What follows belongs to an exercise in optimizing a design on an open flow for small area; a production flow would make more cautious choices. The RTL was checked by simulation tests, not by an equivalence proof against the original design. No activity file was given, so power comes from the tool's default toggle rates.

### flow/design.v
module pinode_rx #(
    parameter MAX_SLOTS = 256
) (
    input  wire        clk,
    input  wire        rst,
    input  wire        start,
    input  wire        start_thumb,
    input  wire        stream_fail,
    output wire        busy,
    output wire        done,
    output wire [1:0]  result,
    output wire [1:0]  err,
    input  wire        rx_valid,
    input  wire [7:0]  rx_data,
    input  wire        rx_timeout,
    output wire        rx_ready,
    output wire        tx_valid,
    output reg  [7:0]  tx_data,
    input  wire        tx_ready,
    output reg         pl_valid,
    output reg  [7:0]  pl_data,
    output reg         ev_valid,
    output reg  [3:0]  ev_status,
    output reg  [13:0] ev_index
);
    localparam ST_IDLE    = 4'd0;
    localparam ST_AWAIT   = 4'd1;    
    localparam ST_CLR     = 4'd2;    
    localparam ST_ACK     = 4'd3;    
    localparam ST_COLLECT = 4'd4;
    localparam ST_RSCAN   = 4'd5;    
    localparam ST_RREAD   = 4'd6;    
    localparam ST_FINAL   = 4'd7;    
    localparam ST_D_OK    = 4'd8;
    localparam ST_D_NOINF = 4'd9;
    localparam ST_D_INC   = 4'd10;
    localparam ST_D_STRM  = 4'd11;
    localparam ST_RCONV0  = 4'd12;   
    localparam ST_RCONV   = 4'd13;   
    localparam RS_STORED     = 4'd1;
    localparam RS_INFO_OK    = 4'd2;
    localparam RS_TIMEOUT    = 4'd3;
    localparam RS_MALFORMED  = 4'd4;
    localparam RS_TOO_SHORT  = 4'd5;
    localparam RS_BAD_INDEX  = 4'd6;
    localparam RS_BAD_CKSUM  = 4'd7;
    localparam RS_WRONG_KIND = 4'd8;
    localparam RS_OUT_RANGE  = 4'd9;
    reg [3:0]   st;
    reg [8:0]   exp_count;   
    reg [8:0]   cnt;         
    reg [7:0]   head;        
    reg         wr_pend;     
    reg [MAX_SLOTS-1:0] ring;
    reg [2:0]   tpos;
    reg [7:0]   grp;         
    reg         pend_zero;
    reg         borrow;      
    reg [2:0]   rec_cnt;     
    reg [7:0]   hold;
    reg         kind_ok;
    reg         bad_dig;
    reg [7:0]   crc;         
    reg [3:0]   k;           
    reg         z1, z2, z3;  
    reg [1:0]   c;           
    assign done   = st[3] && !st[2];
    assign busy   = (st != ST_IDLE) && !done;
    assign err    = st[1:0];
    assign result = (st[1:0] == 2'd0) ? 2'd1 : 2'd2;
    wire rd_active    = (tpos == 3'd0) &&
                        ((st == ST_AWAIT) ||
                         (!wr_pend && ((st == ST_COLLECT && cnt != exp_count) ||
                                       (st == ST_RREAD))));
    wire read_pending = rd_active && (k == 4'd15);
    assign rx_ready = read_pending;
    assign tx_valid = (tpos != 3'd0);
    wire start_take   = start && !busy;
    wire take_fail    = busy && stream_fail;
    wire take_timeout = read_pending && rx_timeout && !stream_fail;
    wire take_byte    = read_pending && rx_valid && !rx_timeout && !stream_fail;
    wire take_delim   = take_byte && (rx_data == 8'h00);
    wire take_data    = take_byte && (rx_data != 8'h00);
    wire rd_end       = take_timeout || take_delim;
    wire is_code   = (grp[7:1] == 7'd0);
    wire dec_valid = take_data && (!is_code || (grp[0] && pend_zero));
    wire [7:0] dec_byte = is_code ? 8'h00 : rx_data;
    wire malformed = (grp != 8'd1);
    wire too_short = (rec_cnt != 3'd6);
    wire cksum_ok  = (crc == 8'd0);
    reg  in_range;   
    reg [3:0] rd_status;
    always @(*) begin
        if (take_timeout)   rd_status = RS_TIMEOUT;
        else if (malformed) rd_status = RS_MALFORMED;
        else if (too_short) rd_status = RS_TOO_SHORT;
        else if (bad_dig)   rd_status = RS_BAD_INDEX;
        else if (!cksum_ok) rd_status = RS_BAD_CKSUM;
        else if (!kind_ok)  rd_status = RS_WRONG_KIND;
        else if (!in_range) rd_status = RS_OUT_RANGE;
        else if (st == ST_AWAIT) rd_status = RS_INFO_OK;
        else                rd_status = RS_STORED;
    end
    wire stored = rd_end && (rd_status == RS_STORED);
    wire [7:0] target  = wr_pend ? ev_index[7:0] : cnt[7:0];
    wire       at_tgt  = (head == target);
    wire       set_now = wr_pend && at_tgt;
    wire       clr     = !st[2];
    wire       cur_bit = ring[MAX_SLOTS-1];
    always @(posedge clk) begin
        ring <= {ring[MAX_SLOTS-2:0], (cur_bit && !clr) || set_now};
        head <= start_take ? 8'd0 : head + 8'd1;
    end
    wire [11:0] dec = {2'b00, ev_index[9:0]};
    wire [3:0]  du = ev_index[3:0], dt = ev_index[7:4];
    wire [3:0]  dd_u = {du[3] | (du[2] & (du[1] | du[0])),
                        (du[2] & ~du[1] & ~du[0]) | (du[3] & ~du[1] & du[0]),
                        (~du[2] & du[1]) | (du[1] & du[0]) | (du[3] & ~du[0]),
                        (~du[3] & ~du[2] & du[0]) | (du[2] & du[1] & ~du[0]) | (du[3] & ~du[0])};
    wire [3:0]  dd_t = {dt[3] | (dt[2] & (dt[1] | dt[0])),
                        (dt[2] & ~dt[1] & ~dt[0]) | (dt[3] & ~dt[1] & dt[0]),
                        (~dt[2] & dt[1]) | (dt[1] & dt[0]) | (dt[3] & ~dt[0]),
                        (~dt[3] & ~dt[2] & dt[0]) | (dt[2] & dt[1] & ~dt[0]) | (dt[3] & ~dt[0])};
    wire        dd_bit = cnt[3'd7 - head[2:0]];
    always @(*) begin
        case (tpos)
            3'd1: tx_data = (st == ST_AWAIT) ? (exp_count[0] ? 8'h56 : 8'h53) :
                            (st == ST_ACK) ? 8'h45 : 8'h52;
            3'd2: tx_data = {4'h3, dec[11:8]};
            3'd3: tx_data = {4'h3, dec[7:4]};
            3'd4: tx_data = {4'h3, dec[3:0]};
            default: tx_data = 8'h0A;
        endcase
    end
    wire       dig_byte  = (rec_cnt >= 3'd2) && (rec_cnt <= 3'd5);
    wire       first_dig = (rec_cnt == 3'd2);
    wire [3:0] k_last    = dig_byte ? 4'd13 : 4'd7;
    wire       dig_step  = dig_byte && (k != 4'd15);
    wire       crc_step  = !k[3];
    wire       crc_fb    = crc[7] ^ hold[~k[2:0]];
    wire       dig_bit   = (k[3:2] == 2'b00) && hold[k[1:0]];
    wire [2:0] ssum      = z1 + z3 + dig_bit + c;
    wire [3:0] kb        = k;               
    wire       lim_bit   = (st == ST_AWAIT) ? (kb == 4'd0 || kb == 4'd8)
                                            : (kb <= 4'd8 && exp_count[kb]);
    always @(posedge clk) begin
        if (take_data) begin
            if (is_code) begin
                grp       <= rx_data;
                pend_zero <= (rx_data != 8'hFF);
            end
        end
        borrow <= take_data ? !is_code : borrow && !grp[0];
        if (crc_step)
            grp <= {grp[0] ^ borrow, grp[7:1]};
        if (dec_valid) begin
            hold <= dec_byte;
            case (rec_cnt)
                3'd0: kind_ok <= (st == ST_AWAIT) ? (dec_byte == 8'd0)
                                                  : (dec_byte == 8'd1 || dec_byte == 8'd2);
                3'd1: bad_dig <= (dec_byte > 8'd9);
                3'd2, 3'd3, 3'd4: bad_dig <= bad_dig || (dec_byte > 8'd9);
                default: ;
            endcase
            if (rec_cnt != 3'd6)
                rec_cnt <= rec_cnt + 3'd1;
        end
        k  <= dec_valid ? 4'd0 : (k == k_last || k == 4'd15 || !rd_active) ? 4'd15 : k + 4'd1;
        z1 <= dig_step && !first_dig && ev_index[0];
        z2 <= dig_step && z1;
        z3 <= dig_step && z2;
        c  <= dig_step ? ssum[2:1] : 2'd0;
        if (dig_step)
            ev_index <= {ssum[0], ev_index[13:1]};
        if (dig_step && rec_cnt == 3'd5)
            in_range <= (!ssum[0] && lim_bit) || (!(ssum[0] ^ lim_bit) && in_range && k != 4'd0);
        if (crc_step)
            crc <= {crc[6:0], 1'b0} ^ (crc_fb ? 8'h07 : 8'h00);
        if (!rd_active || rd_end) begin
            grp     <= 8'd0;
            rec_cnt <= 3'd0;
            crc     <= 8'd0;
        end
        pl_valid  <= dec_valid && (rec_cnt == 3'd6);
        pl_data   <= hold;
        ev_status <= rd_status;
        if (st == ST_RCONV0)
            ev_index[9:0] <= 10'd0;
        if (st == ST_RCONV)
            ev_index[9:0] <= {ev_index[8], dd_t[3], dd_t[2:0], dd_u[3], dd_u[2:0], dd_bit};
    end
    always @(posedge clk) begin
        ev_valid <= 1'b0;
        if (rst) begin
            st   <= ST_IDLE;
            tpos <= 3'd0;
        end else begin
            ev_valid <= rd_end && !take_fail;
            if (tx_valid && tx_ready) begin
                case (tpos)
                    3'd1: tpos <= (st != ST_RREAD) ? 3'd5 :
                                  (dec[11:8] != 4'd0) ? 3'd2 :
                                  (dec[7:4] != 4'd0) ? 3'd3 : 3'd4;
                    3'd5: tpos <= 3'd0;
                    default: tpos <= tpos + 3'd1;
                endcase
            end
            if (set_now)
                wr_pend <= 1'b0;
            if (stored)
                wr_pend <= 1'b1;
            if (take_fail) begin
                st   <= ST_D_STRM;
                tpos <= 3'd0;
            end else begin
                case (st)
                    ST_IDLE, ST_D_OK, ST_D_NOINF, ST_D_INC, ST_D_STRM: begin
                        if (start) begin
                            exp_count <= {8'd0, start_thumb};
                            wr_pend   <= 1'b0;
                            tpos      <= 3'd1;
                            st        <= ST_AWAIT;
                        end
                    end
                    ST_AWAIT: begin
                        if (rd_end) begin
                            if (rd_status == RS_INFO_OK) begin
                                exp_count <= ev_index[8:0];
                                st        <= ST_CLR;
                            end else begin
                                st <= ST_D_NOINF;
                            end
                        end
                    end
                    ST_CLR: begin
                        cnt <= 9'd0;
                        if (head == 8'd255)
                            st <= ST_COLLECT;
                    end
                    ST_COLLECT: begin
                        if (rd_end) begin
                            cnt <= cnt + 9'd1;
                        end else if (cnt == exp_count && !wr_pend) begin
                            cnt <= 9'd0;
                            st  <= ST_RSCAN;
                        end
                    end
                    ST_RSCAN: begin
                        if (!wr_pend) begin
                            if (cnt == exp_count) begin
                                cnt <= 9'd0;
                                st  <= ST_FINAL;
                            end else if (at_tgt) begin
                                if (cur_bit) begin
                                    cnt <= cnt + 9'd1;
                                end else begin
                                    st   <= ST_RCONV0;
                                end
                            end
                        end
                    end
                    ST_RCONV0: begin
                        if (head[2:0] == 3'd7)
                            st <= ST_RCONV;
                    end
                    ST_RCONV: begin
                        if (head[2:0] == 3'd7) begin
                            tpos <= 3'd1;
                            st   <= ST_RREAD;
                        end
                    end
                    ST_RREAD: begin
                        if (rd_end) begin
                            cnt <= cnt + 9'd1;
                            st  <= ST_RSCAN;
                        end
                    end
                    ST_FINAL: begin
                        if (cnt == exp_count) begin
                            tpos <= 3'd1;
                            st   <= ST_ACK;
                        end else if (at_tgt) begin
                            if (cur_bit)
                                cnt <= cnt + 9'd1;
                            else
                                st <= ST_D_INC;
                        end
                    end
                    ST_ACK: begin
                        if (tpos == 3'd0)
                            st <= ST_D_OK;
                    end
                    default: st <= ST_IDLE;
                endcase
            end
        end
    end
endmodule
### flow/flow/run.sh
#!/bin/bash
# Own flow: the standard layout (standard.sh) with three changes:
#  - synthesis maps the logic with an area-oriented ABC script
#    (flow/abc_area.script); registers are mapped exactly as in the
#    standard synthesis, since ABC only sees the combinational logic;
#  - port buffers use the smallest buffer;
#  - the clock tree uses clkbuf_8 leaf clusters and no dummy loads.
set -e
cp -r "$FLOW_HOME/scripts" ./scripts_local
cp flow/abc_area.script ./scripts_local/abc_speed.script
export SCRIPTS_DIR="$PWD/scripts_local"
export BUFFER_PORTS_ARGS="-buffer_cell sky130_fd_sc_hd__buf_1"
export CTS_ARGS="-sink_clustering_enable -repair_clock_nets -sink_clustering_size 18 -sink_clustering_max_diameter 60 -buf_list sky130_fd_sc_hd__clkbuf_8 -dont_use_dummy_load"
bash standard.sh > standard.log 2>&1
### flow/flow/abc_area.script
&get -n
&st
&syn2
&dch -f
&nf -R 1000 -p
&st
&syn2
&dch -f
&nf -R 1000 -p
&st
&syn2
&dch -f
&nf -R 1000 -p
&put
### flow/standard.sh
#!/bin/bash
# synth_recipe.tcl (not shown) runs the flow's synth.tcl, then flattens the netlist and writes it again
# the make line also repeats each setting of config.mk as NAME=value (left out here)
make -C /OpenROAD-flow-scripts/flow DESIGN_CONFIG=/design/flow/config.mk WORK_HOME=/design/flow/orfs CLKGATE_MAP_FILE= SYNTH_SCRIPT=/design/flow/synth_recipe.tcl "${@:-finish}"
### flow/config.mk
export PLATFORM = sky130hd
export DESIGN_NAME = pinode_rx
export DESIGN_NICKNAME = pinode_rx
export VERILOG_FILES = /design/flow/design.v
export SDC_FILE = /design/flow/constraint.sdc
export NUM_CORES = 4
export LEC_CHECK = 0
export CAP_MARGIN = 20
export CORE_MARGIN = 2
export CORE_UTILIZATION = 60
export SLEW_MARGIN = 20
### flow/constraint.sdc
create_clock -name core_clock -period 10.0 [get_ports {clk}]
set_input_delay 2.0000 -clock core_clock [delete_from_list [all_inputs] [get_ports {clk}]]
set_output_delay 2.0000 -clock core_clock [all_outputs]
set_load 0.01 [all_outputs]
==> impl_metrics.env, run 1 <==
export IMPL_ios=60
export IMPL_rsz0062_at_grt="no"
export IMPL_numCtsBuffers=25
export IMPL_relSlewSlack_pct=52.2
export IMPL_min_period_ps=4750
export IMPL_rr_startpoint="cnt[7]$_DFFE_PP_"
export IMPL_power_share_clock_pct=24.4
export IMPL_antenna_cells=0
export IMPL_cts_buffer_depth=3
export IMPL_grt_overflow=0
export IMPL_drive_gt1_share_pct=3.91
export IMPL_ir_drop_mv=0.164
export IMPL_synth_seq_area_share_pct=72.4
export IMPL_tightest_slew_ps=715
export IMPL_die_area_sq_um=18700
export IMPL_rows=48
export IMPL_path_max_fanout=8
export IMPL_swShare_pct=26.8
export IMPL_cts_resized=0
export IMPL_pre_cts_ws_ps=5230
export IMPL_synth_seq_cells=359
export IMPL_post_cts_setup_buffer_count=0
export IMPL_start_util_pct=61.2
export IMPL_worstPathArrival_ps=2750
export IMPL_critPathCaptureType="output pin"
export IMPL_first_pass_iters=5
export IMPL_cts_max_level=1
export IMPL_totalWireLength_mm=18.8
export IMPL_yosys_cell_types_count=50
export IMPL_crit_path_start_kind="register"
export IMPL_p_int_mw=1.86
export IMPL_drtIter0Drc=398
export IMPL_routabilityCongestion=0.915
export IMPL_ant_nets=0
export IMPL_placed_cells=1120
export IMPL_hold_violations=0
export IMPL_syn_nets=872
export IMPL_async_flop_share_pct=0
export IMPL_hold_path_startpoint="ring[2]$_DFF_P_"
export IMPL_dieWidth_microns=137
export IMPL_setup_ws_ps=5250
export IMPL_placed_cell_area_sq_um=11100
export IMPL_fp_dieH_microns=137
export IMPL_grt_max_degree=33
export IMPL_maxCapViolations=0
export IMPL_hold_class="register to register"
export IMPL_synth_top_cell_by_area="dfxtp_1"
export IMPL_track_usage_pct=20.8
export IMPL_path_clk_slew_ps=100
export IMPL_hold_buffers=0
export IMPL_fin_util_pct=66.1
export IMPL_crit_start="cnt[7]$_DFFE_PP_"
export IMPL_finalPower_mw=2.54
export IMPL_synth_top_cell_area_share_pct=59.6
export IMPL_syn_area_sq_um=10600
export IMPL_avgRoutedWirePerCell_microns=16.4
export IMPL_via_per_inst=5.40
export IMPL_antenna_found_initial=0
export IMPL_insertion_delay_ps=560
export IMPL_power_frac_comb_pct=13.8
export IMPL_synth_area_per_cell_sq_um=12.6
export IMPL_fmax_ghz=0.211
export IMPL_root_buffer="clkbuf_8"
export IMPL_fin_crit_sh_pct=47.5
export IMPL_final_cell_count_no_fill=1145
export IMPL_drv_slew=0
export IMPL_numPortBuffers=58
export IMPL_finClkSkew_ps=64.6
export IMPL_critPathKind="register to output pin"
export IMPL_power_switching_mw=0.682
export IMPL_finalNetCount=958
export IMPL_core_sq_um=17200
export IMPL_synthToLayoutAreaGrowth_pct=8.06
export IMPL_grt_pass1_wl_mm=30.8
export IMPL_synthCells=836
export IMPL_setup_violations_final=0
export IMPL_synth_edff_count=45
export IMPL_synth_ff_type="dfxtp_1"
export IMPL_critPathRequiredTime_ps=8000
export IMPL_vias=6179
export IMPL_drcViolationCount=0
export IMPL_whs_ps=300
export IMPL_grt_pass1_vias=6018
export IMPL_cts_tree="yes"
export IMPL_ys_warnings_count=1
export IMPL_p_leak_nw=4.33
export IMPL_power_density_nw_per_um2=223
export IMPL_outcome="no timing/DRC/antenna violations"
export IMPL_seq_power_share_pct=61.9
export IMPL_synth_top_cells_by_area="dfxtp_1 (60%), edfxtp_1 (13%), nor2_1 (2.5%)"
export IMPL_tns_ps=0
export IMPL_final_cell_area_sq_um=11400
export IMPL_clock_sinks=359
export IMPL_dp_hpwl_mm=12.8
==> registers in the layout, summed over array words and instances, names as in the netlist, 8 cells and up <==
name,flops
ring,256
ev_index,14
cnt,9
exp_count,9
crc,8
grp,8
head,8
hold,8
pl_data,8
==> path summary, 6_finish.rpt <==
path | cells past startpoint | end | slack, ps
worst max-delay path | 9 | rx_ready | 5250
worst min-delay path | 0 | ring[3]$_DFF_P_ | 300
worst max register to register | 13 | exp_count[3]$_SDFFCE_PN0P_ | 5970
worst min register to register | 0 | ring[3]$_DFF_P_ | 300
==> per-layer routing <==
metal	part of all wire, %	track usage [%]	vias up
li1	-	-	3027
met1	48	30.7	2912
met2	43	31.8	201
met3	6.2	3.37	39
met4	2.2	5.96	0
met5	0	0	-
==> power by group through the flow <==
stage	clock network (mW)	logic (mW)	registers [mW]
floorplan	0	0.244	1.58
global placement	0	0.339	1.60
detailed placement	0	0.346	1.60
CTS	0.641	0.348	1.57
global route	0.691	0.393	1.58
finish	0.618	0.349	1.57
==> synth_stat cells (all sizes together) (2+ instances only) <==
cell and n:
a21o 2, a21oi 30, a221oi 3, a22oi 6, a31oi 2, and2 17, and3 2, buf 3
clkinv 36, dfxtp 314, edfxtp 45, fa 2, ha 18, mux2i 19, mux4 7, nand2 62
nand2b 9, nand3 20, nand3b 8, nand4 5, nor2 69, nor2b 14, nor3 18, nor3b 2
nor4 5, o211ai 8, o21ai 43, o221ai 2, o22ai 5, o311ai 2, o31ai 7, o32ai 2
or2 4, or3 3, or4 4, xnor2 8, xor2 17
==> placed cells by master, fill, tap and decap left out, types with 17 or more instances in the layout <==
master,Yosys,final
mux2i_1,19,19
nor2_1,69,69
nand2_1,62,62
dfxtp_1,314,314
nor3_1,18,18
xor2_1,17,17
nand3_1,20,20
a21oi_1,30,30
and2_0,17,17
ha_1,18,18
clkbuf_8,0,25
buf_1,0,58
edfxtp_1,45,45
clkinv_1,36,36
o21ai_0,43,43
==> cell families (layout without fill, tap and decap cells) <==
| logic type | count (synthesis) | after routing | share of synthesized area, % |
|---|---|---|---|
| buffers and inverters | 39 | 123 | 1.49 |
| other | 1 | 1 | 0.0355 |
| AOI/OAI and AO/OA | 122 | 122 | 7.07 |
| and+or+nand+nor | 244 | 244 | 11.1 |
| adders and majority gates | 20 | 20 | 2.51 |
| muxes | 26 | 26 | 3.30 |
| DFF | 359 | 359 | 72.4 |
| xor gates and xnor gates | 25 | 25 | 2.08 |
==> worst max-delay path, stage by stage, from the launching register on <==
cell,delay (ps)
edfxtp_1,500
clkinv_1,110
o22ai_1,70
a221oi_1,220
nand4_1,120
or4_1,570
o21ai_0,210
o21a_1,170
nor3_1,100
buf_1,160
==> cell type report <==
cell class | instances | area (sq um)
fill | 1279 | 5840
sequential | 359 | 7640
inverter | 36 | 135
tap | 225 | 282
clock buffer | 25 | 344
timing repair buffer | 62 | 248
multi-input combinational | 438 | 2760
==> run 2: changes to the inputs <==
--- a/flow/design.v
+++ b/flow/design.v
@@ -25,16 +25,24 @@
 );
-    localparam ST_IDLE    = 4'd0;
-    localparam ST_AWAIT   = 4'd1;    
-    localparam ST_CLR     = 4'd2;    
-    localparam ST_ACK     = 4'd3;    
-    localparam ST_COLLECT = 4'd4;
-    localparam ST_RSCAN   = 4'd5;    
-    localparam ST_RREAD   = 4'd6;    
-    localparam ST_FINAL   = 4'd7;    
-    localparam ST_D_OK    = 4'd8;
-    localparam ST_D_NOINF = 4'd9;
-    localparam ST_D_INC   = 4'd10;
-    localparam ST_D_STRM  = 4'd11;
-    localparam ST_RCONV0  = 4'd12;   
-    localparam ST_RCONV   = 4'd13;   
+    localparam ST_IDLE    = 5'b00000;
+    localparam ST_AWAIT   = 5'b00001;    
+    localparam ST_CLR     = 5'b00010;    
+    localparam ST_COLLECT = 5'b00100;
+    localparam ST_RSCAN   = 5'b00101;    
+    localparam ST_RREAD   = 5'b00110;    
+    localparam ST_FINAL   = 5'b00111;    
+    localparam ST_D_OK    = 5'b01000;
+    localparam ST_D_NOINF = 5'b01001;
+    localparam ST_D_INC   = 5'b01010;
+    localparam ST_D_STRM  = 5'b01011;
+    localparam ST_RCONV0  = 5'b01100;    
+    localparam ST_RCONV   = 5'b01101;    
+    localparam TX_SV      = 5'b10000;    
+    localparam TX_NL_A    = 5'b10001;    
+    localparam TX_E       = 5'b10010;    
+    localparam TX_NL_E    = 5'b10011;    
+    localparam TX_R       = 5'b10100;    
+    localparam TX_H       = 5'b10101;    
+    localparam TX_T       = 5'b10110;    
+    localparam TX_U       = 5'b10111;    
+    localparam TX_NL_R    = 5'b11100;    
     localparam RS_STORED     = 4'd1;
@@ -48,3 +56,3 @@
     localparam RS_OUT_RANGE  = 4'd9;
-    reg [3:0]   st;
+    reg [4:0]   st;
     reg [8:0]   exp_count;   
@@ -54,3 +62,2 @@
     reg [MAX_SLOTS-1:0] ring;
-    reg [2:0]   tpos;
     reg [7:0]   grp;         
@@ -63,2 +70,3 @@
     reg [7:0]   crc;         
+    reg         in_range;    
     reg [3:0]   k;           
@@ -66,3 +74,3 @@
     reg [1:0]   c;           
-    assign done   = st[3] && !st[2];
+    assign done   = (st[4:2] == 3'b010);
     assign busy   = (st != ST_IDLE) && !done;
@@ -70,9 +78,8 @@
     assign result = (st[1:0] == 2'd0) ? 2'd1 : 2'd2;
-    wire rd_active    = (tpos == 3'd0) &&
-                        ((st == ST_AWAIT) ||
-                         (!wr_pend && ((st == ST_COLLECT && cnt != exp_count) ||
-                                       (st == ST_RREAD))));
+    assign tx_valid = st[4];
+    wire rd_active    = (st == ST_AWAIT) ||
+                        (!wr_pend && ((st == ST_COLLECT && cnt != exp_count) ||
+                                      (st == ST_RREAD)));
     wire read_pending = rd_active && (k == 4'd15);
     assign rx_ready = read_pending;
-    assign tx_valid = (tpos != 3'd0);
     wire start_take   = start && !busy;
@@ -90,3 +97,2 @@
     wire cksum_ok  = (crc == 8'd0);
-    reg  in_range;   
     reg [3:0] rd_status;
@@ -113,3 +119,2 @@
     end
-    wire [11:0] dec = {2'b00, ev_index[9:0]};
     wire [3:0]  du = ev_index[3:0], dt = ev_index[7:4];
@@ -125,8 +130,9 @@
     always @(*) begin
-        case (tpos)
-            3'd1: tx_data = (st == ST_AWAIT) ? (exp_count[0] ? 8'h56 : 8'h53) :
-                            (st == ST_ACK) ? 8'h45 : 8'h52;
-            3'd2: tx_data = {4'h3, dec[11:8]};
-            3'd3: tx_data = {4'h3, dec[7:4]};
-            3'd4: tx_data = {4'h3, dec[3:0]};
+        case (st)
+            TX_SV:   tx_data = exp_count[0] ? 8'h56 : 8'h53;
+            TX_E:    tx_data = 8'h45;
+            TX_R:    tx_data = 8'h52;
+            TX_H:    tx_data = {6'b001100, ev_index[9:8]};
+            TX_T:    tx_data = {4'h3, ev_index[7:4]};
+            TX_U:    tx_data = {4'h3, ev_index[3:0]};
             default: tx_data = 8'h0A;
@@ -142,11 +148,8 @@
     wire [2:0] ssum      = z1 + z3 + dig_bit + c;
-    wire [3:0] kb        = k;               
-    wire       lim_bit   = (st == ST_AWAIT) ? (kb == 4'd0 || kb == 4'd8)
-                                            : (kb <= 4'd8 && exp_count[kb]);
+    wire       lim_bit   = (st == ST_AWAIT) ? (k == 4'd0 || k == 4'd8)
+                                            : (k <= 4'd8 && exp_count[k]);
     always @(posedge clk) begin
-        if (take_data) begin
-            if (is_code) begin
-                grp       <= rx_data;
-                pend_zero <= (rx_data != 8'hFF);
-            end
+        if (take_data && is_code) begin
+            grp       <= rx_data;
+            pend_zero <= (rx_data != 8'hFF);
         end
@@ -194,15 +197,5 @@
         if (rst) begin
-            st   <= ST_IDLE;
-            tpos <= 3'd0;
+            st <= ST_IDLE;
         end else begin
             ev_valid <= rd_end && !take_fail;
-            if (tx_valid && tx_ready) begin
-                case (tpos)
-                    3'd1: tpos <= (st != ST_RREAD) ? 3'd5 :
-                                  (dec[11:8] != 4'd0) ? 3'd2 :
-                                  (dec[7:4] != 4'd0) ? 3'd3 : 3'd4;
-                    3'd5: tpos <= 3'd0;
-                    default: tpos <= tpos + 3'd1;
-                endcase
-            end
             if (set_now)
@@ -212,4 +205,3 @@
             if (take_fail) begin
-                st   <= ST_D_STRM;
-                tpos <= 3'd0;
+                st <= ST_D_STRM;
             end else begin
@@ -220,6 +212,15 @@
                             wr_pend   <= 1'b0;
-                            tpos      <= 3'd1;
-                            st        <= ST_AWAIT;
-                        end
-                    end
+                            st        <= TX_SV;
+                        end
+                    end
+                    TX_SV:   if (tx_ready) st <= TX_NL_A;
+                    TX_NL_A: if (tx_ready) st <= ST_AWAIT;
+                    TX_E:    if (tx_ready) st <= TX_NL_E;
+                    TX_NL_E: if (tx_ready) st <= ST_D_OK;
+                    TX_R:    if (tx_ready) st <= (ev_index[9:8] != 2'd0) ? TX_H :
+                                                 (ev_index[7:4] != 4'd0) ? TX_T : TX_U;
+                    TX_H:    if (tx_ready) st <= TX_T;
+                    TX_T:    if (tx_ready) st <= TX_U;
+                    TX_U:    if (tx_ready) st <= TX_NL_R;
+                    TX_NL_R: if (tx_ready) st <= ST_RREAD;
                     ST_AWAIT: begin
@@ -253,7 +254,6 @@
                             end else if (at_tgt) begin
-                                if (cur_bit) begin
+                                if (cur_bit)
                                     cnt <= cnt + 9'd1;
-                                end else begin
-                                    st   <= ST_RCONV0;
-                                end
+                                else
+                                    st <= ST_RCONV0;
                             end
@@ -266,6 +266,4 @@
                     ST_RCONV: begin
-                        if (head[2:0] == 3'd7) begin
-                            tpos <= 3'd1;
-                            st   <= ST_RREAD;
-                        end
+                        if (head[2:0] == 3'd7)
+                            st <= TX_R;
                     end
@@ -279,4 +277,3 @@
                         if (cnt == exp_count) begin
-                            tpos <= 3'd1;
-                            st   <= ST_ACK;
+                            st <= TX_E;
                         end else if (at_tgt) begin
@@ -288,6 +285,2 @@
                     end
-                    ST_ACK: begin
-                        if (tpos == 3'd0)
-                            st <= ST_D_OK;
-                    end
                     default: st <= ST_IDLE;
--- a/flow/flow/run.sh
+++ b/flow/flow/run.sh
@@ -12,3 +12,3 @@
 export BUFFER_PORTS_ARGS="-buffer_cell sky130_fd_sc_hd__buf_1"
-export CTS_ARGS="-sink_clustering_enable -repair_clock_nets -sink_clustering_size 18 -sink_clustering_max_diameter 60 -buf_list sky130_fd_sc_hd__clkbuf_8 -dont_use_dummy_load"
+export CTS_ARGS="-sink_clustering_enable -repair_clock_nets -sink_clustering_size 20 -sink_clustering_max_diameter 50 -buf_list sky130_fd_sc_hd__clkbuf_8 -dont_use_dummy_load"
 bash standard.sh > standard.log 2>&1
==> impl_metrics.env, run 2 <==
export IMPL_fin_crit_sh_pct=48.6
export IMPL_path_max_fanout=7
export IMPL_hold_violations=0
export IMPL_cts_tree="yes"
export IMPL_ir_drop_mv=0.198
export IMPL_rows=48
export IMPL_fin_util_pct=65.6
export IMPL_dieWidth_microns=135
export IMPL_drtIter0Drc=443
export IMPL_hold_buffers=0
export IMPL_totalWireLength_mm=19.0
export IMPL_grt_overflow=0
export IMPL_cts_buffer_depth=3
export IMPL_synth_area_per_cell_sq_um=12.5
export IMPL_hold_class="register to register"
export IMPL_crit_top_cell="nor2_1"
export IMPL_largest_register_ffs=256
export IMPL_maxCapViolations=0
export IMPL_start_util_pct=60.6
export IMPL_top_register="ring"
export IMPL_whs_ps=279
export IMPL_yosys_cell_count_top_type="dfxtp_1"
export IMPL_fmax_ghz=0.206
export IMPL_outcome="no timing/DRC/antenna violations"
export IMPL_final_cell_count_no_fill=1136
export IMPL_layout_commonest_cell="dfxtp_1"
export IMPL_avgRoutedWirePerCell_microns=16.8
export IMPL_grt_max_degree=35
export IMPL_synth_top_cell_area_share_pct=60.3
export IMPL_ys_warnings_count=1
export IMPL_fp_dieH_microns=135
export IMPL_synthToLayoutAreaGrowth_pct=8.32
export IMPL_worstPathArrival_ps=2860
export IMPL_synth_ff_type="dfxtp_1"
export IMPL_die_area_sq_um=18300
export IMPL_syn_nets=858
export IMPL_core_sq_um=17100
export IMPL_synth_top_cells_by_area="dfxtp_1 (60%), edfxtp_1 (13%), nor2_1 (2.7%)"
export IMPL_syn_area_sq_um=10400
export IMPL_critPathKind="register to output pin"
export IMPL_tightest_slew_ps=1130
export IMPL_root_buffer="clkbuf_8"
export IMPL_crit_family="simple AND/OR/NAND/NOR gates"
export IMPL_crit_path_start_kind="register"
export IMPL_track_usage_pct=20.9
export IMPL_cp_num_buf_inv=1
export IMPL_antenna_cells=0
export IMPL_netlist_top_cells_count="dfxtp_1 (312), nor2_1 (74), nand2_1 (57), a21oi_1 (49), edfxtp_1 (45)"
export IMPL_max_stage_delay_ps=550
export IMPL_rsz0062_at_grt="no"
export IMPL_insertion_delay_ps=560
export IMPL_async_flop_share_pct=0
export IMPL_vias=6256
export IMPL_synthCells=827
export IMPL_p_leak_nw=4.25
export IMPL_critPathRequiredTime_ps=8000
export IMPL_path_clk_slew_ps=100
export IMPL_grt_pass1_vias=5963
export IMPL_grt_pass1_wl_mm=30.5
export IMPL_relSlewSlack_pct=24.4
export IMPL_tns_ps=0
export IMPL_first_pass_iters=5
export IMPL_placed_cells=1110
export IMPL_drcViolationCount=0
export IMPL_post_cts_setup_buffer_count=0
export IMPL_min_period_ps=4860
export IMPL_via_per_inst=5.51
export IMPL_critPathCaptureType="output pin"
export IMPL_finClkSkew_ps=61.8
export IMPL_setup_violations_final=0
export IMPL_antenna_found_initial=0
export IMPL_yosys_cell_types_count=48
export IMPL_drive_gt1_share_pct=3.51
export IMPL_mostFrequentLayoutCells="dfxtp_1 (312), nor2_1 (74), buf_1 (58)"
export IMPL_power_density_nw_per_um2=229
export IMPL_synth_seq_area_share_pct=73.3
export IMPL_drv_slew=0
export IMPL_clock_sinks=357
export IMPL_cts_max_level=1
export IMPL_ios=60
export IMPL_critical_path_cell_chain="xor2_1 -> nor4_1 -> nand4_1 -> nor2_1 -> nor4_1 -> nor2_1 -> nor2_1 -> buf_1"
export IMPL_cts_resized=0
export IMPL_numCtsBuffers=26
export IMPL_ant_nets=0
export IMPL_synth_top_cell_by_area="dfxtp_1"
export IMPL_routabilityCongestion=0.941
export IMPL_dp_hpwl_mm=12.8
export IMPL_synth_edff_count=45
export IMPL_top_regs="ring (256), ev_index (14)"
export IMPL_synth_seq_cells=357
export IMPL_crit_slowest_cell="edfxtp_1"
export IMPL_numPortBuffers=58
export IMPL_finalNetCount=944
==> run 2: cell count changes in the layout (fill, tap and decap cells not counted), moves of 7 or more <==
cell,change
nand3b_1,-7
nand4_1,+8
o211ai_1,-7
a211oi_1,+9
clkinv_1,-11
a21oi_1,+19
o21ai_0,-7
nor2b_1,+9
and2_0,-8
==> run 2: worst paths after layout <==
| check | startpoint | to | slack [ps] | depth (start not counted) |
|---|---|---|---|---|
| max | cnt[1]$_DFFE_PP_ | rx_ready | 5140 | 8 |
| min | ring[41]$_DFF_P_ | ring[42]$_DFF_P_ | 280 | 0 |
| max reg2reg | cnt[1]$_DFFE_PP_ | exp_count[1]$_SDFFCE_PN0P_ | 6060 | 12 |
| min reg2reg | ring[41]$_DFF_P_ | ring[42]$_DFF_P_ | 280 | 0 |
==> run 2: per-layer routing <==
metal	global-route usage, %	wire, microns	vias to the layer above
met4	6.77	463	0
li1	-	-	3008
met3	3.18	1230	42
met1	30.6	8670	2985
met5	0	0	-
met2	32.5	8680	221
==> run 2: layout make-up <==
| cell class | count | area, sq um |
|---|---|---|
| Sequential cell | 357 | 7600 |
| Multi-Input combinational cell | 442 | 2660 |
| Fill cell | 1311 | 5890 |
| Tap cell | 225 | 282 |
| Clock buffer | 26 | 358 |
| Timing Repair Buffer | 61 | 240 |
| Inverter | 25 | 93.8 |
==> run 2: cell families (layout without fill, tap and decap cells) <==
kind of cell / count (synthesis) / in the layout / synth area share [%]
other cells: 1 / 1 / 0.0362
buf+inv: 28 / 112 / 1.12
mux: 22 / 22 / 2.38
fa+ha+maj: 15 / 15 / 1.96
compound gates: 134 / 134 / 7.76
simple gates: 241 / 241 / 11.0
flops: 357 / 357 / 73.3
xor+xnor: 29 / 29 / 2.45
==> run 2: worst reg2reg max path, cell delays in order, from the launching register on <==
cell and delay, ps:
edfxtp_1 550, xor2_1 210, nor4_1 280, nand4_1 280
nor2_1 290, nor4_1 90, nor2_1 350, nor3_1 170
nand2_1 140, nand2_1 80, nor2_1 160, nand3_1 250
a211oi_2 700
==> run 2: per-stage QoR <==
| stage | setup slack, ps | area [sq um] | power (mW) |
|---|---|---|---|
| 3_5_place_dp | 5010 | 10900 | 1.97 |
| 6_report | 5140 | 11200 | 2.57 |
| 2_1_floorplan | 5740 | 10400 | 1.87 |
| 4_1_cts | 5140 | 11200 | 2.59 |
| 5_1_grt | 4880 | 11200 | 2.69 |
| 3_3_place_gp | 5100 | 10900 | 1.96 |
==> run 2: power breakdown <==
group | internal (mW) | leakage [nW] | switching [mW]
Clock | 0.232 | 0.187 | 0.389
Combinational | 0.114 | 1.13 | 0.197
Sequential | 1.55 | 2.94 | 0.0898
Total | 1.90 | 4.25 | 0.675
==> run 3: changes to the inputs <==
--- a/flow/flow/run.sh
+++ b/flow/flow/run.sh
@@ -12,3 +12,3 @@
 export BUFFER_PORTS_ARGS="-buffer_cell sky130_fd_sc_hd__buf_1"
-export CTS_ARGS="-sink_clustering_enable -repair_clock_nets -sink_clustering_size 20 -sink_clustering_max_diameter 50 -buf_list sky130_fd_sc_hd__clkbuf_8 -dont_use_dummy_load"
+export CTS_ARGS="-sink_clustering_enable -repair_clock_nets -sink_clustering_size 18 -sink_clustering_max_diameter 60 -buf_list sky130_fd_sc_hd__clkbuf_8 -dont_use_dummy_load"
 bash standard.sh > standard.log 2>&1
==> impl_metrics.env, run 3 <==
export IMPL_crit_path_start_kind="register"
export IMPL_antenna_cells=0
export IMPL_via_per_inst=5.52
export IMPL_clock_sinks=357
export IMPL_ys_warnings_count=1
export IMPL_grt_pass1_wl_mm=30.4
export IMPL_insertion_delay_ps=560
export IMPL_drv_slew=0
export IMPL_tightest_slew_ps=1140
export IMPL_fmax_ghz=0.207
export IMPL_synth_top_cells_by_area="dfxtp_1 (60%), edfxtp_1 (13%), nor2_1 (2.7%)"
export IMPL_synth_top_cell_by_area="dfxtp_1"
export IMPL_synth_seq_area_share_pct=73.3
export IMPL_top_regs="ring (256), ev_index (14)"
export IMPL_critical_path_cell_chain="xor2_1 -> nor4_1 -> nand4_1 -> nor2_1 -> nor4_1 -> nor2_1 -> nor2_1 -> buf_1"
export IMPL_ir_drop_mv=0.200
export IMPL_synthCells=827
export IMPL_root_buffer="clkbuf_8"
export IMPL_hold_path_startpoint="ring[73]$_DFF_P_"
export IMPL_routabilityCongestion=0.941
export IMPL_layout_commonest_cell="dfxtp_1"
export IMPL_synthToLayoutAreaGrowth_pct=8.05
export IMPL_r2r_setup_slack_ps=6070
export IMPL_mostFrequentLayoutCells="dfxtp_1 (312), nor2_1 (74), buf_1 (58)"
export IMPL_hold_end="ring[74]$_DFF_P_"
export IMPL_cts_buffer_depth=3
export IMPL_critPathCaptureType="output pin"
export IMPL_avgRoutedWirePerCell_microns=16.9
export IMPL_cts_max_level=1
export IMPL_yosys_cell_count_top_type="dfxtp_1"
export IMPL_p_leak_nw=4.24
export IMPL_top_register="ring"
export IMPL_finalPower_mw=2.55
export IMPL_post_cts_setup_buffer_count=0
export IMPL_synth_ff_type="dfxtp_1"
export IMPL_relSlewSlack_pct=23.3
export IMPL_hold_violations=0
export IMPL_setup_ws_ps=5160
export IMPL_critPathKind="register to output pin"
export IMPL_power_density_nw_per_um2=228
export IMPL_synth_edff_count=45
export IMPL_whs_path_depth=0
export IMPL_seq_power_share_pct=64.3
export IMPL_p_int_mw=1.88
export IMPL_pre_cts_ws_ps=5010
export IMPL_path_clk_slew_ps=100
export IMPL_syn_nets=858
export IMPL_antenna_found_initial=0
export IMPL_start_util_pct=60.6
export IMPL_maxCapViolations=0
export IMPL_cts_tree="yes"
export IMPL_multi_input_area_sq_um=2660
export IMPL_crit_slowest_cell="edfxtp_1"
export IMPL_drive_gt1_share_pct=3.30
export IMPL_totalWireLength_mm=19.1
export IMPL_worst_r2r_cell_count=12
export IMPL_synth_seq_cells=357
export IMPL_hold_buffers=0
export IMPL_crit_top_cell="nor2_1"
export IMPL_swShare_pct=26.4
export IMPL_numCtsBuffers=24
export IMPL_dp_hpwl_mm=12.8
export IMPL_grt_use_met1_pct=30.8
export IMPL_hold_class="register to register"
export IMPL_syn_area_sq_um=10400
export IMPL_numPortBuffers=58
export IMPL_grt_use_met2_pct=32.1
export IMPL_synth_top_cell_area_share_pct=60.3
export IMPL_power_frac_comb_pct=12.2
export IMPL_reg2reg_to="exp_count[4]$_SDFFCE_PN0P_"
export IMPL_grt_overflow=0
export IMPL_drcViolationCount=0
export IMPL_path_max_fanout=8
export IMPL_fillCellCount=1315
export IMPL_grt_max_degree=35
export IMPL_min_period_ps=4840
export IMPL_rsz0062_at_grt="no"
export IMPL_async_flop_share_pct=0
export IMPL_grt_pass1_vias=5926
export IMPL_fin_crit_sh_pct=48.4
export IMPL_outcome="no timing/DRC/antenna violations"
export IMPL_critPathRequiredTime_ps=8000
export IMPL_fp_dieH_microns=135
export IMPL_max_stage_delay_ps=560
export IMPL_drtIter0Drc=470
export IMPL_vias=6259
export IMPL_worstPathArrival_ps=2840
export IMPL_yosys_cell_types_count=48
export IMPL_cts_resized=0
export IMPL_core_sq_um=17100
export IMPL_die_area_sq_um=18300
export IMPL_placed_cells=1110
export IMPL_tns_ps=0
export IMPL_finalNetCount=942
export IMPL_final_cell_count_no_fill=1134
export IMPL_finClkSkew_ps=90.4
export IMPL_largest_register_ffs=256
export IMPL_power_switching_mw=0.673
export IMPL_first_pass_iters=6
export IMPL_rows=48
export IMPL_regArea_sq_um=7600
export IMPL_fin_util_pct=65.4
export IMPL_busiest_layer="met2"
export IMPL_rr_startpoint="cnt[0]$_DFFE_PP_"
export IMPL_met3_usage_pct=3.14
export IMPL_ant_nets=0
export IMPL_power_share_clock_pct=23.6
export IMPL_track_usage_pct=21.0
export IMPL_netlist_top_cells_count="dfxtp_1 (312), nor2_1 (74), nand2_1 (57), a21oi_1 (49), edfxtp_1 (45)"
export IMPL_ios=60
export IMPL_dieWidth_microns=135
export IMPL_setup_violations_final=0
export IMPL_synth_area_per_cell_sq_um=12.5
-- run 3: cell types whose count changed in the layout (fill, tap and decap cells not counted), sizes merged --
cell,previous run,this run
clkbuf,26,24
-- run 3: how the worst max path moves through the flow --
stage / from / slack, ps / end / depth (start not counted)
after floorplan: rx_data[6] / 5740 / st[2]$_SDFFE_PN0P_ / 11
after global placement: rx_data[6] / 5100 / exp_count[0]$_DFFE_PP_ / 8
after detailed placement: rx_data[6] / 5010 / exp_count[0]$_DFFE_PP_ / 8
after CTS: cnt[0]$_DFFE_PP_ / 5170 / rx_ready / 8
after global routing: cnt[1]$_DFFE_PP_ / 4920 / rx_ready / 8
final: cnt[0]$_DFFE_PP_ / 5160 / rx_ready / 8
-- run 3: metal layers --
layer / vias to the layer above / part of all wire (%)
li1: 3000 / -
met2: 241 / 45
met4: 0 / 3.2
met3: 61 / 5.9
met5: - / 0
met1: 2957 / 46
-- run 3: layout make-up --
| cell class | count | area share (%) |
|---|---|---|
| sequential | 357 | 67.8 |
| multi-input combinational | 442 | 23.7 |
| timing repair buffer | 61 | 2.14 |
| clock buffer | 24 | 2.95 |
| inverter | 25 | 0.838 |
| tap | 225 | 2.51 |
-- run 3: stage by stage --
stage | hold WS, ps | instance area, sq um
floorplan | 310 | 10400
global placement | 312 | 10900
detailed placement | 312 | 10900
CTS | 278 | 11200
global route | 280 | 11200
finish | 290 | 11200
-- run 3: logic make-up after synthesis --
family | count (synthesis) | share of synthesized area [%]
other cells | 1 | 0.0362
xor+xnor | 29 | 2.45
mux | 22 | 2.38
fa+ha+maj | 15 | 1.96
simple gates | 241 | 11.0
buf+inv | 28 | 1.12
flops | 357 | 73.3
compound gates | 134 | 7.76
-- run 3: worst max-delay path, delay by kind of cell (launching register included) --
| kind | cells | cell delay (ps) |
|---|---|---|
| xor+xnor | 1 | 220 |
| buf+inv | 1 | 150 |
| flops | 1 | 560 |
| simple gates | 6 | 1400 |
-- run 3: power by group through the flow --
stage | clock [mW] | sequential, mW | combinational (mW)
floorplan | 0 | 1.64 | 0.225
global route | 0.666 | 1.66 | 0.342
finish | 0.602 | 1.64 | 0.311
global placement | 0 | 1.67 | 0.294
CTS | 0.622 | 1.64 | 0.306
detailed placement | 0 | 1.67 | 0.304
==> run 4: changes to the inputs <==
--- a/flow/design.v
+++ b/flow/design.v
@@ -22,3 +22,3 @@
     output reg         ev_valid,
-    output reg  [3:0]  ev_status,
+    output reg  [3:0]  ev_status,     
     output reg  [13:0] ev_index
@@ -36,3 +36,2 @@
     localparam ST_D_STRM  = 5'b01011;
-    localparam ST_RCONV0  = 5'b01100;    
     localparam ST_RCONV   = 5'b01101;    
@@ -79,5 +78,5 @@
     assign tx_valid = st[4];
-    wire rd_active    = (st == ST_AWAIT) ||
+    wire rd_active    = !ev_valid && ((st == ST_AWAIT) ||
                         (!wr_pend && ((st == ST_COLLECT && cnt != exp_count) ||
-                                      (st == ST_RREAD)));
+                                      (st == ST_RREAD))));
     wire read_pending = rd_active && (k == 4'd15);
@@ -97,15 +96,15 @@
     wire cksum_ok  = (crc == 8'd0);
-    reg [3:0] rd_status;
+    reg timed_out;   
     always @(*) begin
-        if (take_timeout)   rd_status = RS_TIMEOUT;
-        else if (malformed) rd_status = RS_MALFORMED;
-        else if (too_short) rd_status = RS_TOO_SHORT;
-        else if (bad_dig)   rd_status = RS_BAD_INDEX;
-        else if (!cksum_ok) rd_status = RS_BAD_CKSUM;
-        else if (!kind_ok)  rd_status = RS_WRONG_KIND;
-        else if (!in_range) rd_status = RS_OUT_RANGE;
-        else if (st == ST_AWAIT) rd_status = RS_INFO_OK;
-        else                rd_status = RS_STORED;
-    end
-    wire stored = rd_end && (rd_status == RS_STORED);
+        if (timed_out)      ev_status = RS_TIMEOUT;
+        else if (malformed) ev_status = RS_MALFORMED;
+        else if (too_short) ev_status = RS_TOO_SHORT;
+        else if (bad_dig)   ev_status = RS_BAD_INDEX;
+        else if (!cksum_ok) ev_status = RS_BAD_CKSUM;
+        else if (!kind_ok)  ev_status = RS_WRONG_KIND;
+        else if (!in_range) ev_status = RS_OUT_RANGE;
+        else if (st == ST_AWAIT) ev_status = RS_INFO_OK;
+        else                ev_status = RS_STORED;
+    end
+    wire stored = ev_valid && (ev_status == RS_STORED);
     wire [7:0] target  = wr_pend ? ev_index[7:0] : cnt[7:0];
@@ -117,3 +116,3 @@
         ring <= {ring[MAX_SLOTS-2:0], (cur_bit && !clr) || set_now};
-        head <= start_take ? 8'd0 : head + 8'd1;
+        head <= start_take ? 8'd0 : {head[6:0], head[7] ^ head[5] ^ head[4] ^ head[3] ^ (head[6:0] == 7'd0)};
     end
@@ -128,3 +127,3 @@
                         (~dt[3] & ~dt[2] & dt[0]) | (dt[2] & dt[1] & ~dt[0]) | (dt[3] & ~dt[0])};
-    wire        dd_bit = cnt[3'd7 - head[2:0]];
+    wire        dd_bit = cnt[~k[2:0]];
     always @(*) begin
@@ -170,3 +169,4 @@
         end
-        k  <= dec_valid ? 4'd0 : (k == k_last || k == 4'd15 || !rd_active) ? 4'd15 : k + 4'd1;
+        k  <= (dec_valid || st == ST_RSCAN) ? 4'd0 :
+              (k == k_last || k == 4'd15 || (!rd_active && st != ST_RCONV)) ? 4'd15 : k + 4'd1;
         z1 <= dig_step && !first_dig && ev_index[0];
@@ -181,3 +181,3 @@
             crc <= {crc[6:0], 1'b0} ^ (crc_fb ? 8'h07 : 8'h00);
-        if (!rd_active || rd_end) begin
+        if (!rd_active) begin
             grp     <= 8'd0;
@@ -188,7 +188,6 @@
         pl_data   <= hold;
-        ev_status <= rd_status;
-        if (st == ST_RCONV0)
-            ev_index[9:0] <= 10'd0;
+        timed_out <= take_timeout;
         if (st == ST_RCONV)
-            ev_index[9:0] <= {ev_index[8], dd_t[3], dd_t[2:0], dd_u[3], dd_u[2:0], dd_bit};
+            ev_index[9:0] <= (k == 4'd0) ? {9'd0, dd_bit}
+                                         : {ev_index[8], dd_t[3], dd_t[2:0], dd_u[3], dd_u[2:0], dd_bit};
     end
@@ -226,4 +225,4 @@
                     ST_AWAIT: begin
-                        if (rd_end) begin
-                            if (rd_status == RS_INFO_OK) begin
+                        if (ev_valid) begin
+                            if (ev_status == RS_INFO_OK) begin
                                 exp_count <= ev_index[8:0];
@@ -237,3 +236,3 @@
                         cnt <= 9'd0;
-                        if (head == 8'd255)
+                        if (head == 8'h80)      
                             st <= ST_COLLECT;
@@ -241,3 +240,3 @@
                     ST_COLLECT: begin
-                        if (rd_end) begin
+                        if (ev_valid) begin
                             cnt <= cnt + 9'd1;
@@ -257,3 +256,3 @@
                                 else
-                                    st <= ST_RCONV0;
+                                    st <= ST_RCONV;
                             end
@@ -261,8 +260,4 @@
                     end
-                    ST_RCONV0: begin
-                        if (head[2:0] == 3'd7)
-                            st <= ST_RCONV;
-                    end
                     ST_RCONV: begin
-                        if (head[2:0] == 3'd7)
+                        if (k == 4'd7)
                             st <= TX_R;
@@ -270,3 +265,3 @@
                     ST_RREAD: begin
-                        if (rd_end) begin
+                        if (ev_valid) begin
                             cnt <= cnt + 9'd1;
--- a/flow/flow/run.sh
+++ b/flow/flow/run.sh
@@ -12,3 +12,3 @@
 export BUFFER_PORTS_ARGS="-buffer_cell sky130_fd_sc_hd__buf_1"
-export CTS_ARGS="-sink_clustering_enable -repair_clock_nets -sink_clustering_size 18 -sink_clustering_max_diameter 60 -buf_list sky130_fd_sc_hd__clkbuf_8 -dont_use_dummy_load"
+export CTS_ARGS="-sink_clustering_enable -repair_clock_nets -sink_clustering_size 30 -sink_clustering_max_diameter 70 -buf_list sky130_fd_sc_hd__clkbuf_16 -dont_use_dummy_load"
 bash standard.sh > standard.log 2>&1
==> impl_metrics.env, run 4 <==
export IMPL_rsz0062_at_grt="no"
export IMPL_setup_violations_final=0
export IMPL_grt_pass1_wl_mm=30.3
export IMPL_syn_area_sq_um=10300
export IMPL_synth_top_family_by_area="simple AND/OR/NAND/NOR gates"
export IMPL_start_util_pct=61.7
export IMPL_path_max_fanout=22
export IMPL_synth_simple_gate_area_share_pct=10.8
export IMPL_vias=5945
export IMPL_power_density_nw_per_um2=230
export IMPL_hold_violations=0
export IMPL_r2r_setup_slack_ps=6060
export IMPL_insertion_delay_ps=510
export IMPL_rows=47
export IMPL_ys_warnings_count=1
export IMPL_crit_slowest_cell="o22a_1"
export IMPL_crit_start="cnt[4]$_DFFE_PP_"
export IMPL_seq_power_share_pct=60.5
export IMPL_drcViolationCount=0
export IMPL_synth_ff_type="dfxtp_1"
export IMPL_reg2reg_to="rec_cnt[1]$_SDFFE_PN0P_"
export IMPL_drtIter0Drc=512
export IMPL_path_clk_slew_ps=100
export IMPL_rr_startpoint="cnt[4]$_DFFE_PP_"
export IMPL_crit_path_start_kind="register"
export IMPL_synthCells=799
export IMPL_final_cell_area_sq_um=11200
export IMPL_cts_buffer_depth=3
export IMPL_max_stage_delay_ps=750
export IMPL_mostFrequentLayoutCells="dfxtp_1 (309), nor2_1 (72), buf_1 (58)"
export IMPL_syn_nets=828
export IMPL_synth_xor_area_share_pct=2.22
export IMPL_cts_max_level=1
export IMPL_synth_seq_cells=354
export IMPL_crit_top_cell="nor2_1"
export IMPL_min_period_ps=4980
export IMPL_final_cell_count_no_fill=1094
export IMPL_yosys_cell_types_count=48
export IMPL_multi_input_area_sq_um=2640
export IMPL_top_regs="ring (256), ev_index (14)"
export IMPL_clock_sinks=354
export IMPL_largest_register_ffs=256
export IMPL_dp_hpwl_mm=12.8
export IMPL_cp_endpoint="rx_ready"
export IMPL_via_per_inst=5.43
export IMPL_relSlewSlack_pct=35.8
export IMPL_hold_class="register to register"
export IMPL_placed_cell_area_sq_um=10800
export IMPL_swShare_pct=25.6
export IMPL_fin_crit_sh_pct=49.8
export IMPL_antenna_found_initial=0
export IMPL_finClkSkew_ps=87.9
export IMPL_core_sq_um=16600
export IMPL_synth_top_cell_area_share_pct=60.2
export IMPL_track_usage_pct=21.2
export IMPL_die_area_sq_um=18200
export IMPL_root_buffer="clkbuf_16"
export IMPL_avgRoutedWirePerCell_microns=17.6
export IMPL_dieWidth_microns=135
export IMPL_post_cts_setup_buffer_count=0
export IMPL_totalWireLength_mm=19.3
export IMPL_ant_nets=0
export IMPL_hold_buffers=0
export IMPL_synth_compound_area_share_pct=7.26
export IMPL_maxCapViolations=0
export IMPL_critical_path_cell_chain="xor2_1 -> nor4_1 -> nand4_1 -> nor2_1 -> o22a_1 -> nor2_1 -> buf_1"
export IMPL_outcome="no timing/DRC/antenna violations"
export IMPL_synth_area_per_cell_sq_um=12.9
export IMPL_critPathKind="register to output pin"
export IMPL_worst_r2r_cell_count=12
export IMPL_numCtsBuffers=17
export IMPL_yosys_cell_count_top_type="dfxtp_1"
export IMPL_finalNetCount=905
export IMPL_routabilityCongestion=0.934
export IMPL_cts_tree="yes"
export IMPL_synth_adder_area_share_pct=1.73
export IMPL_synth_mux_area_share_pct=3.58
export IMPL_p_int_mw=1.91
export IMPL_async_flop_share_pct=0
export IMPL_grt_use_met2_pct=34.2
export IMPL_top_register="ring"
export IMPL_fillCellCount=1202
export IMPL_tightest_slew_ps=962
export IMPL_layout_commonest_cell="dfxtp_1"
export IMPL_synth_top_cell_by_area="dfxtp_1"
export IMPL_met3_usage_pct=2.97
export IMPL_fmax_ghz=0.201
export IMPL_busiest_layer="met2"
export IMPL_critPathRequiredTime_ps=8000
export IMPL_first_pass_iters=5
export IMPL_drive_gt1_share_pct=3.09
export IMPL_p_leak_nw=4.25
export IMPL_worstPathArrival_ps=2980
export IMPL_ios=60
export IMPL_tns_ps=0
export IMPL_fin_util_pct=67.2
export IMPL_antenna_cells=0
export IMPL_synth_seq_area_share_pct=73.4
export IMPL_numPortBuffers=58
export IMPL_placed_cells=1077
export IMPL_synth_edff_count=45
export IMPL_power_frac_comb_pct=12.6
export IMPL_power_switching_mw=0.658
export IMPL_ir_drop_mv=0.243
export IMPL_drv_slew=0
export IMPL_fp_dieH_microns=135
export IMPL_netlist_top_cells_count="dfxtp_1 (309), nor2_1 (72), nand2_1 (48), edfxtp_1 (45), a21oi_1 (42)"
export IMPL_power_share_clock_pct=27.0
export IMPL_grt_use_met1_pct=29.7
export IMPL_synthToLayoutAreaGrowth_pct=8.91
export IMPL_synth_top_cells_by_area="dfxtp_1 (60%), edfxtp_1 (13%), nor2_1 (2.6%)"
export IMPL_grt_pass1_vias=5778
export IMPL_grt_max_degree=36
export IMPL_cts_resized=0
export IMPL_critPathCaptureType="output pin"
export IMPL_regArea_sq_um=7540
export IMPL_grt_overflow=0
run 4: worst min path at each step:
stage / startpoint / endpoint / slack [ps] / depth (start not counted)
after floorplan: ring[99]$_DFF_P_ / ring[100]$_DFF_P_ / 310 / 0
after global placement: ring[185]$_DFF_P_ / ring[186]$_DFF_P_ / 310 / 0
after detailed placement: ring[100]$_DFF_P_ / ring[101]$_DFF_P_ / 310 / 0
after CTS: ring[227]$_DFF_P_ / ring[228]$_DFF_P_ / 310 / 0
after global routing: ring[227]$_DFF_P_ / ring[228]$_DFF_P_ / 310 / 0
final: ring[227]$_DFF_P_ / ring[228]$_DFF_P_ / 300 / 0
run 4: area by class of cell:
type,instances,area share [%]
sequential,354,67.4
tap,220,2.46
clock buffer,17,3.80
multi-input combinational,421,23.6
inverter,21,0.704
timing repair buffer,61,2.12
run 4: kinds of logic (layout without fill, tap and decap cells):
kind of cell,Yosys count,in the layout
simple gates,230,230
buf+inv,24,99
flops,354,354
other cells,1,1
fa+ha+maj,13,13
compound gates,123,123
mux,28,28
xor+xnor,26,26
run 4: worst max-delay path, delay by kind of cell, from the launching register on:
kind                      cells  cell delay [ps]
AOI/OAI and AO/OA             1              750
and+or+nand+nor               4              900
buffers and inverters         1              170
DFF                           1              500
xor gates and xnor gates      1              200
run 4: power by group through the flow:
| stage | combinational [mW] | sequential (mW) | clock, mW |
|---|---|---|---|
| 2_1_floorplan | 0.229 | 1.57 | 0 |
| 3_3_place_gp | 0.315 | 1.58 | 0 |
| 3_5_place_dp | 0.319 | 1.58 | 0 |
| 4_1_cts | 0.320 | 1.55 | 0.708 |
| 5_1_grt | 0.361 | 1.56 | 0.752 |
| 6_report | 0.323 | 1.55 | 0.693 |
run 4: routing by layer:
| layer | vias to the layer above | part of all wire, % | routed length [microns] |
|---|---|---|---|
| met2 | 179 | 46 | 8860 |
| li1 | 2903 | - | - |
| met1 | 2818 | 46 | 8810 |
| met3 | 45 | 5.2 | 1000 |
| met5 | - | 0 | 0 |
| met4 | 0 | 3.1 | 597 |
run 4: stage by stage:
stage | hold slack (ps) | power [mW] | worst slack (ps)
detailed placement | 312 | 1.90 | 5510
global route | 314 | 2.67 | 4810
global placement | 310 | 1.90 | 5600
floorplan | 310 | 1.80 | 5950
CTS | 306 | 2.58 | 5030
finish | 301 | 2.57 | 5020
==> run 5: changes to the inputs <==
--- a/flow/flow/run.sh
+++ b/flow/flow/run.sh
@@ -12,3 +12,3 @@
 export BUFFER_PORTS_ARGS="-buffer_cell sky130_fd_sc_hd__buf_1"
-export CTS_ARGS="-sink_clustering_enable -repair_clock_nets -sink_clustering_size 30 -sink_clustering_max_diameter 70 -buf_list sky130_fd_sc_hd__clkbuf_16 -dont_use_dummy_load"
+export CTS_ARGS="-sink_clustering_enable -repair_clock_nets -sink_clustering_size 22 -sink_clustering_max_diameter 45 -buf_list sky130_fd_sc_hd__clkbuf_8 -dont_use_dummy_load"
 bash standard.sh > standard.log 2>&1
--- a/flow/config.mk
+++ b/flow/config.mk
@@ -9,3 +9,3 @@
 export CORE_MARGIN = 2
-export CORE_UTILIZATION = 60
+export CORE_UTILIZATION = 75
 export SLEW_MARGIN = 20
==> impl_metrics.env, run 5 <==
export IMPL_synth_simple_gate_area_share_pct=10.8
export IMPL_grt_overflow=0
export IMPL_whs_ps=267
export IMPL_crit_start="cnt[4]$_DFFE_PP_"
export IMPL_drtIter0Drc=811
export IMPL_antenna_found_initial=0
export IMPL_cts_resized=0
export IMPL_synth_top_family_by_area="simple AND/OR/NAND/NOR gates"
export IMPL_power_switching_mw=0.684
export IMPL_tightest_slew_ps=975
export IMPL_p_int_mw=1.84
export IMPL_final_cell_area_sq_um=11100
export IMPL_crit_family="simple AND/OR/NAND/NOR gates"
export IMPL_grt_pass1_vias=6261
export IMPL_r2r_setup_slack_ps=5830
export IMPL_path_max_fanout=22
export IMPL_power_density_nw_per_um2=228
export IMPL_rsz0062_at_grt="no"
export IMPL_finalPower_mw=2.52
export IMPL_swShare_pct=27.1
export IMPL_rows=42
export IMPL_synthToLayoutAreaGrowth_pct=7.72
export IMPL_p_leak_nw=4.23
export IMPL_cp_num_buf_inv=1
export IMPL_cts_buffer_depth=3
export IMPL_syn_nets=828
export IMPL_drive_gt1_share_pct=4.08
export IMPL_top_regs="ring (256), ev_index (14)"
export IMPL_cts_max_level=1
export IMPL_cts_tree="yes"
export IMPL_dieWidth_microns=121
export IMPL_root_buffer="clkbuf_8"
export IMPL_synth_top_cells_by_area="dfxtp_1 (60%), edfxtp_1 (13%), nor2_1 (2.6%)"
export IMPL_synth_mux_area_share_pct=3.58
export IMPL_antenna_cells=0
export IMPL_netlist_top_cells_count="dfxtp_1 (309), nor2_1 (72), nand2_1 (48), edfxtp_1 (45), a21oi_1 (42)"
export IMPL_start_util_pct=77.3
export IMPL_core_sq_um=13300
export IMPL_layout_commonest_cell="dfxtp_1"
export IMPL_clock_sinks=354
export IMPL_seq_power_share_pct=61.6
export IMPL_regArea_sq_um=7540
export IMPL_routabilityCongestion=0.910
export IMPL_synth_area_per_cell_sq_um=12.9
export IMPL_min_period_ps=5070
export IMPL_mostFrequentLayoutCells="dfxtp_1 (309), nor2_1 (72), buf_1 (58)"
export IMPL_fin_util_pct=83.2
export IMPL_dp_hpwl_mm=14.1
export IMPL_ir_drop_mv=0.204
export IMPL_totalWireLength_mm=21.7
export IMPL_yosys_cell_types_count=48
export IMPL_hold_class="register to register"
export IMPL_ant_nets=0
export IMPL_outcome="no timing/DRC/antenna violations"
export IMPL_rr_startpoint="cnt[4]$_DFFE_PP_"
export IMPL_drv_slew=0
export IMPL_placed_cell_area_sq_um=10700
export IMPL_synth_xor_area_share_pct=2.22
export IMPL_fillCellCount=625
export IMPL_crit_slowest_cell="o22a_1"
export IMPL_first_pass_iters=5
export IMPL_largest_register_ffs=256
export IMPL_crit_path_start_kind="register"
export IMPL_relSlewSlack_pct=35.0
export IMPL_setup_violations_final=0
export IMPL_drcViolationCount=0
export IMPL_fp_dieH_microns=121
export IMPL_avgRoutedWirePerCell_microns=20.5
export IMPL_grt_pass1_wl_mm=33.9
export IMPL_max_stage_delay_ps=750
export IMPL_post_cts_setup_buffer_count=0
export IMPL_path_clk_slew_ps=110
export IMPL_async_flop_share_pct=0
export IMPL_hold_violations=0
export IMPL_maxCapViolations=0
export IMPL_worst_r2r_cell_count=12
export IMPL_synth_seq_area_share_pct=73.4
export IMPL_syn_area_sq_um=10300
export IMPL_via_per_inst=6.03
export IMPL_synth_adder_area_share_pct=1.73
export IMPL_top_register="ring"
export IMPL_synth_top_cell_area_share_pct=60.2
export IMPL_critPathRequiredTime_ps=8000
export IMPL_vias=6384
export IMPL_finClkSkew_ps=91.5
export IMPL_finalNetCount=913
export IMPL_cp_endpoint="rx_ready"
export IMPL_synthCells=799
export IMPL_crit_top_cell="nor2_1"
export IMPL_tns_ps=0
export IMPL_grt_max_degree=36
export IMPL_hold_buffers=0
export IMPL_ys_warnings_count=1
export IMPL_numPortBuffers=58
export IMPL_synth_seq_cells=354
export IMPL_numCtsBuffers=26
export IMPL_ios=60
export IMPL_insertion_delay_ps=590
export IMPL_worstPathArrival_ps=3070
export IMPL_yosys_cell_count_top_type="dfxtp_1"
export IMPL_power_frac_comb_pct=13.2
export IMPL_critPathKind="register to output pin"
export IMPL_die_area_sq_um=14700
export IMPL_critical_path_cell_chain="xor2_1 -> nor4_1 -> nand4_1 -> nor2_1 -> o22a_1 -> nor2_1 -> buf_1"
export IMPL_critPathCaptureType="output pin"
export IMPL_fmax_ghz=0.197
export IMPL_fin_crit_sh_pct=50.7
export IMPL_cp_depth=7
export IMPL_track_usage_pct=30.4
export IMPL_reg2reg_to="rec_cnt[0]$_SDFFE_PN0P_"
export IMPL_synth_top_cell_by_area="dfxtp_1"
export IMPL_power_share_clock_pct=25.1
export IMPL_multi_input_area_sq_um=2640
export IMPL_synth_edff_count=45
export IMPL_synth_ff_type="dfxtp_1"
export IMPL_synth_compound_area_share_pct=7.26
==> run 5: final cells by class <==
class | count | area share, %
repair buffers | 60 | 2.10
well taps | 176 | 1.99
flip-flops and latches | 354 | 68.1
clock buffers | 26 | 3.23
inverters | 21 | 0.712
multi-input cells | 421 | 23.9
==> run 5: worst reg2reg max path: cells and delay by family (launching register included) <==
kind	cells	cell delay, ps
flops	1	520
compound gates	1	750
simple gates	8	1950
xor+xnor	2	370
buf+inv	1	410
==> run 5: worst min path at each step <==
stage	endpoint	startpoint	depth (start not counted)	slack (ps)
after CTS	ring[189]$_DFF_P_	ring[188]$_DFF_P_	0	240
after global routing	ring[189]$_DFF_P_	ring[188]$_DFF_P_	0	230
after global placement	ring[229]$_DFF_P_	ring[228]$_DFF_P_	0	310
final	ring[189]$_DFF_P_	ring[188]$_DFF_P_	0	270
after floorplan	ring[100]$_DFF_P_	ring[99]$_DFF_P_	0	310
after detailed placement	ring[11]$_DFF_P_	ring[10]$_DFF_P_	0	310
==> run 5: logic make-up after synthesis <==
kind of cell | count (synthesis)
xor+xnor | 26
other cells | 1
mux | 28
compound gates | 123
simple gates | 230
buf+inv | 24
fa+ha+maj | 13
flops | 354
==> run 5: metrics by stage <==
stage               cells  worst slack [ps]
detailed placement   1032              5540
finish               1058              4930
floorplan             799              5950
global placement     1032              5700
CTS                  1058              4990
global route         1058              4720
==> run 5: power groups by stage <==
stage               clock network, mW  registers [mW]  logic, mW
floorplan                           0            1.57      0.229
global placement                    0            1.58      0.308
detailed placement                  0            1.58      0.321
CTS                             0.639            1.55      0.324
global route                    0.684            1.56      0.361
finish                          0.634            1.55      0.334
==> run 5: per-layer routing <==
metal / GRT usage, % / vias up / share of wire, %
li1: - / 2907 / -
met1: 39.6 / 2956 / 39
met2: 47.5 / 405 / 46
met3: 6.86 / 116 / 8.8
met4: 16.6 / 0 / 6.3
met5: 0 / - / 0

what the ideal ports hide:
The results above use ideal ports. As a check the final layouts listed here were re-extracted and re-timed, cells and wires unchanged. Step 1 assumes that a clkbuf_16 drives the clock port and a buf_2 every other input. Step 2 also shifts input and output timing later by t, the mid clock arrival at the registers, as if the neighbouring blocks saw the same clock. Slacks: no drivers / after step 1 / after step 2; pairs: no drivers / after step 1.
run | shift t [ns] | setup WS [ns] | worst hold slack (ns)
run 1 | 0.567 | 5.255 / 5.218 / 5.138 | 0.300 / 0.300 / 0.300
run 2 | 0.569 | 5.143 / 5.105 / 5.018 | 0.279 / 0.279 / 0.279
run 3 | 0.556 | 5.164 / 5.128 / 5.081 | 0.290 / 0.290 / 0.290
run 4 | 0.513 | 5.019 / 4.974 / 5.487 | 0.301 / 0.301 / 0.301
run 5 | 0.582 | 4.928 / 4.891 / 5.426 | 0.267 / 0.267 / 0.267
After both steps setup and hold are still met in every run listed. For run 2, which loses most, drivers alone change the setup slack by -0.038 ns; drivers and shift together by -0.125 ns.
